Background: an optimization exercise with open tools, aiming at small area. Do not read the settings as production practice. RTL that was checked went through simulation tests only; none was proved equivalent to the original. Power is estimated from default activity; no workload was simulated.

==> inputs of v25 <==
## tx868_htv
module tx868_htv (
    input  wire         clk,
    input  wire         rst,
    input  wire [63:0]  now,
    input  wire         cmd_valid,
    output wire         cmd_ready,
    input  wire [103:0] cmd,
    output reg          line,
    output reg          busy,
    output wire         err_range
);
==> flow/config.mk <==
export PLATFORM = sky130hd
export DESIGN_NAME = tx868_htv
export DESIGN_NICKNAME = tx868_htv
export VERILOG_FILES = /design/flow/design.v
export SDC_FILE = /design/flow/constraint.sdc
export NUM_CORES = 8
export LEC_CHECK = 0
export CAP_MARGIN = 20
export CORE_MARGIN = 2
export CORE_UTILIZATION = 40
export SLEW_MARGIN = 20
==> flow/constraint.sdc <==
create_clock -name core_clock -period 70.0 [get_ports {clk}]
set_input_delay 14.0000 -clock core_clock [delete_from_list [all_inputs] [get_ports {clk}]]
set_output_delay 14.0000 -clock core_clock [all_outputs]
set_load 0.01 [all_outputs]
standard.sh (not shown) runs the stock make flow with config.mk's settings and CLKGATE_MAP_FILE= SYNTH_SCRIPT=/design/flow/synth_recipe.tcl, a recipe that flattens the netlist after the stock synthesis.
==> flow/flow/run.sh <==
#!/bin/bash
set -e
export BUFFER_PORTS_ARGS="-buffer_cell sky130_fd_sc_hd__buf_1"
export CTS_ARGS="-sink_clustering_enable -repair_clock_nets -dont_use_dummy_load -buf_list {sky130_fd_sc_hd__clkbuf_4 sky130_fd_sc_hd__clkbuf_8} -sink_clustering_size 25"
bash standard.sh > standard.log 2>&1
==> v17: changes against v25 <==
--- a/flow/design.v
+++ b/flow/design.v
@@ -20,102 +20,107 @@
     wire [4:0] pi = ph[4:0];
     function integer fbit(input integer i);
         fbit = (i == 0) ? 23 : (i == 1) ? 24 : (i <= 24) ? i - 2 : i;
     endfunction
     localparam [3:0] UNP = 4'd0, PRE = 4'd1, SHR = 4'd2, SHL = 4'd3,
-                     RND = 4'd4, ADD = 4'd5, RST = 4'd6, NEG = 4'd7,
-                     MUL1 = 4'd8, MUL2 = 4'd9, ZER = 4'd10, DONE = 4'd11,
-                     IDLE = 4'd12;
+                     RND = 4'd4, ADD = 4'd5, NEG = 4'd6, MUL = 4'd7,
+                     ZER = 4'd8, DONE = 4'd9;
     reg [3:0] st;
     reg [1:0] stg;       
     reg [1:0] w;
-    reg [8:0] E;         
+    reg [8:0] E;
     reg       S, ST, C, G, B25, Bhi;
     wire win  = (ph[6:5] == w);
-    wire k50  = (E == 9'd153) || (E == 9'd156) || (E == 9'd157);
-    wire kh   = (E == 9'd151);
-    wire kbit = (stg == 2'd1) ? k50 : kh;
-    wire frac = (stg == 2'd1) ? (E > 9'd153) : (E > 9'd151);
+    wire t0   = (w == 2'd0);
+    wire kbit = (stg == 2'd1) ? t0 && ((E == 9'd153) || (E == 9'd156) || (E == 9'd157))
+                              : (E == 9'd183);
+    wire frac = (stg == 2'd1) ? t0 && (E > 9'd153) : (E > 9'd183);
     wire q2m  = q2 && (pi >= 5'd2);
+    wire p0   = (pi == 5'd0);
     reg  out, cin;
     always @* begin
         out = q0;
         cin = C;
         if (win) begin
             case (st)
                 UNP:  out = (pi == 5'd25) ? 1'b1 :
                             ((pi < 5'd2) || (pi > 5'd25)) ? 1'b0 : q0;
                 PRE, SHR: out = (pi == 5'd31) ? 1'b0 : r[95];
-                SHL:  out = (pi == 5'd0) ? 1'b0 : q1;
+                SHL:  out = p0 ? 1'b0 : q1;
                 RND:  begin
                     if (pi < 5'd2)       out = 1'b0;
                     else if (pi == 5'd2) out = q0 ^ (G & (C | q0));
                     else                 out = q0 ^ C;
                 end
                 ADD:  begin
-                    cin = (pi == 5'd0) ? (S & frac) : C;
+                    cin = p0 ? (S & frac) : C;
                     out = q0 ^ kbit ^ cin;
                 end
                 NEG:  begin
-                    cin = (pi == 5'd0) ? !(ST && (stg != 2'd0)) : C;
+                    cin = p0 ? !(ST && (stg != 2'd0)) : C;
                     out = !q0 ^ cin;
                 end
-                MUL1, MUL2: begin
-                    cin = (pi == 5'd0) ? 1'b0 : C;
+                MUL:  begin
+                    cin = p0 ? 1'b0 : C;
                     out = q0 ^ q2m ^ cin;
                 end
                 ZER:  out = 1'b0;
                 default: ;
             endcase
         end
     end
-    reg [3:0] nr_st;     
-    reg [3:0] nx_st;
-    reg [1:0] nx_stg;
+    wire e_up = win && (((st == PRE || st == SHR || st == MUL) && p0) || (st == ADD));
+    wire e_dn = win && (st == SHL) && p0;
+    wire [9:0] et;
+    wire [8:0] Ecnt;
+    assign et[0] = e_up | e_dn;
+    genvar ei;
+    generate
+        for (ei = 0; ei < 9; ei = ei + 1) begin : g_e
+            assign Ecnt[ei]  = E[ei] ^ et[ei];
+            assign et[ei+1]  = et[ei] & (E[ei] ^ e_dn);
+        end
+    endgenerate
+    wire       trunc_lt = (E < 9'd216);
+    wire       trunc_eq = (E == 9'd216);
+    wire [3:0] tr_st    = trunc_lt ? SHR : !trunc_eq ? SHL : S ? NEG : DONE;
+    reg  [3:0] nr_st;
+    reg  [3:0] nx_st;
+    reg  [1:0] nx_stg;
     always @* begin
         nx_stg = stg;
         if (Bhi)
             nr_st = SHR;
         else if (!B25)
             nr_st = (E[8:6] == 3'd0) ? ZER : SHL;
         else if (st != RND)
             nr_st = RND;
         else if (stg == 2'd1)
-            nr_st = MUL1;
+            nr_st = MUL;
         else if (stg == 2'd2)
             nr_st = ADD;
         else
-            nr_st = (E < 9'd152) ? SHR : (E > 9'd152) ? SHL : S ? NEG : DONE;
-        if (st == RND && !Bhi && B25 && stg != 2'd1)
-            nx_stg = (stg == 2'd2) ? 2'd3 : 2'd0;
+            nr_st = tr_st;
+        if (st == RND && !Bhi && B25 && stg[1])
+            nx_stg = stg + 2'd1;
         case (st)
             UNP: begin
-                if (w == 2'd0) begin
-                    nx_st  = (E < 9'd132) ? PRE : ADD;
-                    nx_stg = 2'd1;
-                end else
-                    nx_st = MUL1;
+                nx_st  = (t0 && (E < 9'd132)) ? PRE : ADD;
+                nx_stg = 2'd1;
             end
             PRE:  nx_st = (E < 9'd132) ? PRE : ADD;
-            ADD:  nx_st = RST;
-            RST:  nx_st = (S && C) ? ((stg == 2'd1) ? NEG : ZER) : nr_st;
+            ADD:  nx_st = (S && C) ? ((stg == 2'd1) ? NEG : ZER) : nr_st;
             NEG:  nx_st = (stg == 2'd0) ? DONE : nr_st;
-            SHR, SHL:
-                if (stg == 2'd0)
-                    nx_st = (E < 9'd152) ? SHR : (E > 9'd152) ? SHL :
-                            S ? NEG : DONE;
-                else
-                    nx_st = nr_st;
-            RND:  nx_st = nr_st;
-            MUL1: nx_st = MUL2;
-            MUL2: begin
-                nx_st  = nr_st;
-                nx_stg = 2'd2;
+            SHR, SHL: nx_st = (stg == 2'd0) ? tr_st : nr_st;
+            MUL:  begin
+                nx_st = (stg == 2'd1) ? MUL : nr_st;
+                if (stg == 2'd1)
+                    nx_stg = 2'd2;
             end
             ZER:  nx_st = DONE;
-            DONE: nx_st = (w == 2'd2) ? IDLE : UNP;
-            default: nx_st = IDLE;
+            DONE: nx_st = (w == 2'd2) ? DONE : UNP;
+            default: nx_st = nr_st;    
         endcase
     end
     always @(posedge clk) begin
         q0 <= r[95];
         q1 <= q0;
@@ -134,18 +139,14 @@
                         E <= {1'b0, q0, E[7:1]};
                     if (pi == 5'd31)
                         S <= q0;
                     ST <= 1'b0;
                 end
-                PRE, SHR: if (pi == 5'd0) begin
+                PRE, SHR: if (p0)
                     ST <= ST | q0;
-                    E  <= E + 9'd1;
-                end
-                SHL: if (pi == 5'd0)
-                    E <= E - 9'd1;
                 RND: begin
-                    if (pi == 5'd0) begin
+                    if (p0) begin
                         C  <= q0 | ST;
                         ST <= 1'b0;
                     end else if (pi == 5'd1)
                         G <= q0;
                     else if (pi == 5'd2)
@@ -153,26 +154,23 @@
                     else
                         C <= q0 & C;
                 end
                 ADD: begin
                     C <= ((q0 ^ S) & kbit) | ((q0 ^ S) & cin) | (kbit & cin);
-                    E <= E + 9'd1;
-                    if (pi == 5'd0)
+                    if (p0)
                         ST <= ST | frac;
                 end
-                RST: E <= E - 9'd1;
                 NEG: begin
                     C <= !q0 & cin;
                     S <= 1'b0;
                 end
-                MUL1, MUL2: begin
+                MUL:
                     C <= (q0 & q2m) | (q0 & cin) | (q2m & cin);
-                    if (pi == 5'd0)
-                        E <= E + 9'd1;
-                end
                 default: ;
             endcase
+            if (st != UNP)
+                E <= Ecnt;
         end
         if (ph == 7'd96) begin
             st  <= nx_st;
             stg <= nx_stg;
             if (st == DONE && w != 2'd2)
==> flow/flow/run.sh (replaced) <==
#!/bin/bash
set -e
export BUFFER_PORTS_ARGS="-buffer_cell sky130_fd_sc_hd__buf_1"
export CTS_ARGS="-sink_clustering_enable -repair_clock_nets -dont_use_dummy_load -buf_list {sky130_fd_sc_hd__clkbuf_16} -sink_clustering_size 30 -sink_clustering_max_diameter 100"
bash standard.sh > standard.log 2>&1
==> flow/config.mk (replaced) <==
export PLATFORM = sky130hd
export DESIGN_NAME = tx868_htv
export DESIGN_NICKNAME = tx868_htv
export VERILOG_FILES = /design/flow/design.v
export SDC_FILE = /design/flow/constraint.sdc
export NUM_CORES = 8
export LEC_CHECK = 0
export ABC_AREA = 1
export CAP_MARGIN = 20
export CORE_MARGIN = 2
export CORE_UTILIZATION = 65
export PLACE_DENSITY = 0.8
export SLEW_MARGIN = 20
==> v1: changes against v25 <==
==> flow/flow/run.sh (replaced) <==
#!/bin/bash
set -e
export BUFFER_PORTS_ARGS="-buffer_cell sky130_fd_sc_hd__buf_1"
export CTS_ARGS="-sink_clustering_enable -repair_clock_nets -dont_use_dummy_load -buf_list {sky130_fd_sc_hd__clkbuf_2 sky130_fd_sc_hd__clkbuf_4} -sink_clustering_size 15"
bash standard.sh > standard.log 2>&1
==> v38: changes against v25 <==
--- a/flow/design.v
+++ b/flow/design.v
@@ -74,28 +74,30 @@
     always @* begin
         nx_stg = stg;
         if (Bhi)
             nr_st = SHR;
         else if (!B25)
-            nr_st = (E[8:6] == 3'd0) ? ZER : SHL;
+            nr_st = (E < 9'd118) ? ZER : SHL;
         else if (st != RND)
             nr_st = RND;
         else if (stg == 2'd1)
             nr_st = MUL1;
         else if (stg == 2'd2)
-            nr_st = ADD;
+            nr_st = ((E >= 9'd255) || (E < 9'd125)) ? ZER : ADD;
         else
             nr_st = (E < 9'd152) ? SHR : (E > 9'd152) ? SHL : S ? NEG : DONE;
         if (st == RND && !Bhi && B25 && stg != 2'd1)
             nx_stg = (stg == 2'd2) ? 2'd3 : 2'd0;
         case (st)
             UNP: begin
-                if (w == 2'd0) begin
+                if (E[7:0] == 8'hFF)
+                    nx_st = ZER;
+                else if (w == 2'd0) begin
                     nx_st  = (E < 9'd132) ? PRE : ADD;
                     nx_stg = 2'd1;
                 end else
-                    nx_st = MUL1;
+                    nx_st = (E < 9'd118) ? ZER : MUL1;
             end
             PRE:  nx_st = (E < 9'd132) ? PRE : ADD;
             ADD:  nx_st = RST;
             RST:  nx_st = (S && C) ? ((stg == 2'd1) ? NEG : ZER) : nr_st;
             NEG:  nx_st = (stg == 2'd0) ? DONE : nr_st;
@@ -216,42 +218,21 @@
         else if (bq == 4'd6)  bitval = f0bit;
         else if (bq == 4'd7)  bitval = f1[j[2:0]];
         else if (bq == 4'd14) bitval = cnt[0];
         else                  bitval = cb;
     end
-    wire [64:0] gc;
-    assign gc[0] = 1'b1;
-    genvar gi;
-    generate
-        for (gi = 0; gi < 64; gi = gi + 1) begin : g_cmp
-            assign gc[gi+1] = (now[gi] & ~D[gi]) | (now[gi] & gc[gi]) | (~D[gi] & gc[gi]);
-        end
-    endgenerate
-    wire ge = !NZ || gc[64];
+    wire ge = !NZ || (now >= D);
     reg [12:0] K;
     always @* begin
         if (!busy)
             K = 13'd600;
         else if (!line)
             K = eof ? 13'd4600 : bitval ? 13'd600 : 13'd1400;
         else
             K = (eof || bitval) ? 13'd1400 : 13'd600;
     end
-    wire [64:0] ac;
-    wire [63:0] Dn;
-    assign ac[0] = 1'b0;
-    generate
-        for (gi = 0; gi < 64; gi = gi + 1) begin : g_add
-            if (gi < 13) begin : g_lo
-                assign Dn[gi]   = now[gi] ^ K[gi] ^ ac[gi];
-                assign ac[gi+1] = (now[gi] & K[gi]) | (now[gi] & ac[gi]) | (K[gi] & ac[gi]);
-            end else begin : g_hi
-                assign Dn[gi]   = now[gi] ^ ac[gi];
-                assign ac[gi+1] = now[gi] & ac[gi];
-            end
-        end
-    endgenerate
+    wire [63:0] Dn = now + {51'd0, K};
     wire [3:0] nbq = (bq[3:1] == 3'd1 || bq == 4'd4 || j[3]) ? bq + 4'd1 : bq;
     wire [3:0] nj  = (bq[3:1] == 3'd1 || bq == 4'd4 || j[3]) ? 4'd0 : j + 4'd1;
     always @(posedge clk) begin
         if (ring_match)
             cb <= q0;
==> flow/run.sh (new file) <==
#!/bin/bash
# synth_recipe.tcl (not shown) runs the flow's synth.tcl, then flattens the netlist and writes it again
# the make line also repeats each setting of config.mk as NAME=value (left out here)
make -C /OpenROAD-flow-scripts/flow DESIGN_CONFIG=/design/flow/config.mk WORK_HOME=/design/flow/orfs CLKGATE_MAP_FILE= SYNTH_SCRIPT=/design/flow/synth_recipe.tcl finish
removed: flow/flow/run.sh
removed: flow/standard.sh
==> flow_metrics.py <==
metrics = {
    "cells_and_area": {
        "fin_nets": 1781,
    },
    "critical_path": {
        "critPathLaunch": "now[4]",
        "cp-endpoint": "D[63]",
    },
    "run_status": {
        "status": "no timing/DRC/antenna violations",
    },
    "logic_synthesis": {
        "ys_seq_area_frac": 0.484,
    },
    "power": {
        "p_int_w": 0.000189,
    },
    "route": {
        "routedWlPerCell_um": 12.8,
    },
}
# the run above: v17

==> flow_metrics.py <==
metrics = {
    "critical_path": {
        "critPathLaunch": "now[3]",
        "cp-endpoint": "D[63]",
    },
    "run_status": {
        "status": "no timing/DRC/antenna violations",
    },
    "route": {
        "routedWlPerCell_um": 13.8,
    },
    "power": {
        "p_int_w": 0.000194,
    },
    "cells_and_area": {
        "fin_nets": 1722,
    },
}
# the run above: v1

==> flow_metrics.py <==
metrics = {
    "cells_and_area": {
        "fin_nets": 1703,
    },
    "critical_path": {
        "critPathLaunch": "now[3]",
    },
    "logic_synthesis": {
        "ys_seq_area_frac": 0.469,
    },
    "run_status": {
        "status": "no timing/DRC/antenna violations",
    },
}
# the run above: v25

==> flow_metrics.py <==
metrics = {
    "run_status": {
        "status": "no timing/DRC/antenna violations",
    },
    "critical_path": {
        "critPathLaunch": "now[51]",
        "cp-endpoint": "D[50]",
    },
    "route": {
        "routedWlPerCell_um": 15.0,
    },
    "logic_synthesis": {
        "ys_seq_area_frac": 0.425,
    },
    "power": {
        "p_int_w": 0.000277,
        "p_clk_w": 0.000152,
    },
    "placed_design": {
        "placedCellCount": 1990,
    },
    "cells_and_area": {
        "fin_nets": 1888,
    },
}
# the run above: v38

No functional check of the RTL was part of v25, v17 and v1.

-- static timing again, ports no longer ideal --
Ports are ideal in the flow. The routed layouts listed here were re-timed in OpenROAD. Step 1: set_driving_cell puts a clkbuf_16 on clk and a buf_2 on each other input, an assumption about the parent block. Step 2 also shifts input and output timing later by t, the mid clock arrival at the registers, as if the neighbouring blocks saw the same clock. Three values: ideal ports, drivers, drivers and shift; two values: the first two.
| run | t, ns | slack for setup (ns) | clock arrival spread, ns | cell pins on the clock port's net |
|---|---|---|---|---|
| v25 | 0.562 | 44.267 / 44.292 / 43.729 | 0.061 / 0.061 | 1 |
| v17 | 0.504 | 44.157 / 44.180 / 43.676 | 0.037 / 0.037 | 1 |
| v1 | 0.697 | 44.425 / 44.450 / 43.753 | 0.055 / 0.056 | 1 |
| v38 | 0.571 | 52.278 / 52.302 / 51.731 | 0.019 / 0.020 | 1 |
After both steps every run listed still meets setup and hold. For v1, which loses most, drivers alone change the setup slack by +0.025 ns; drivers and shift together by -0.672 ns.
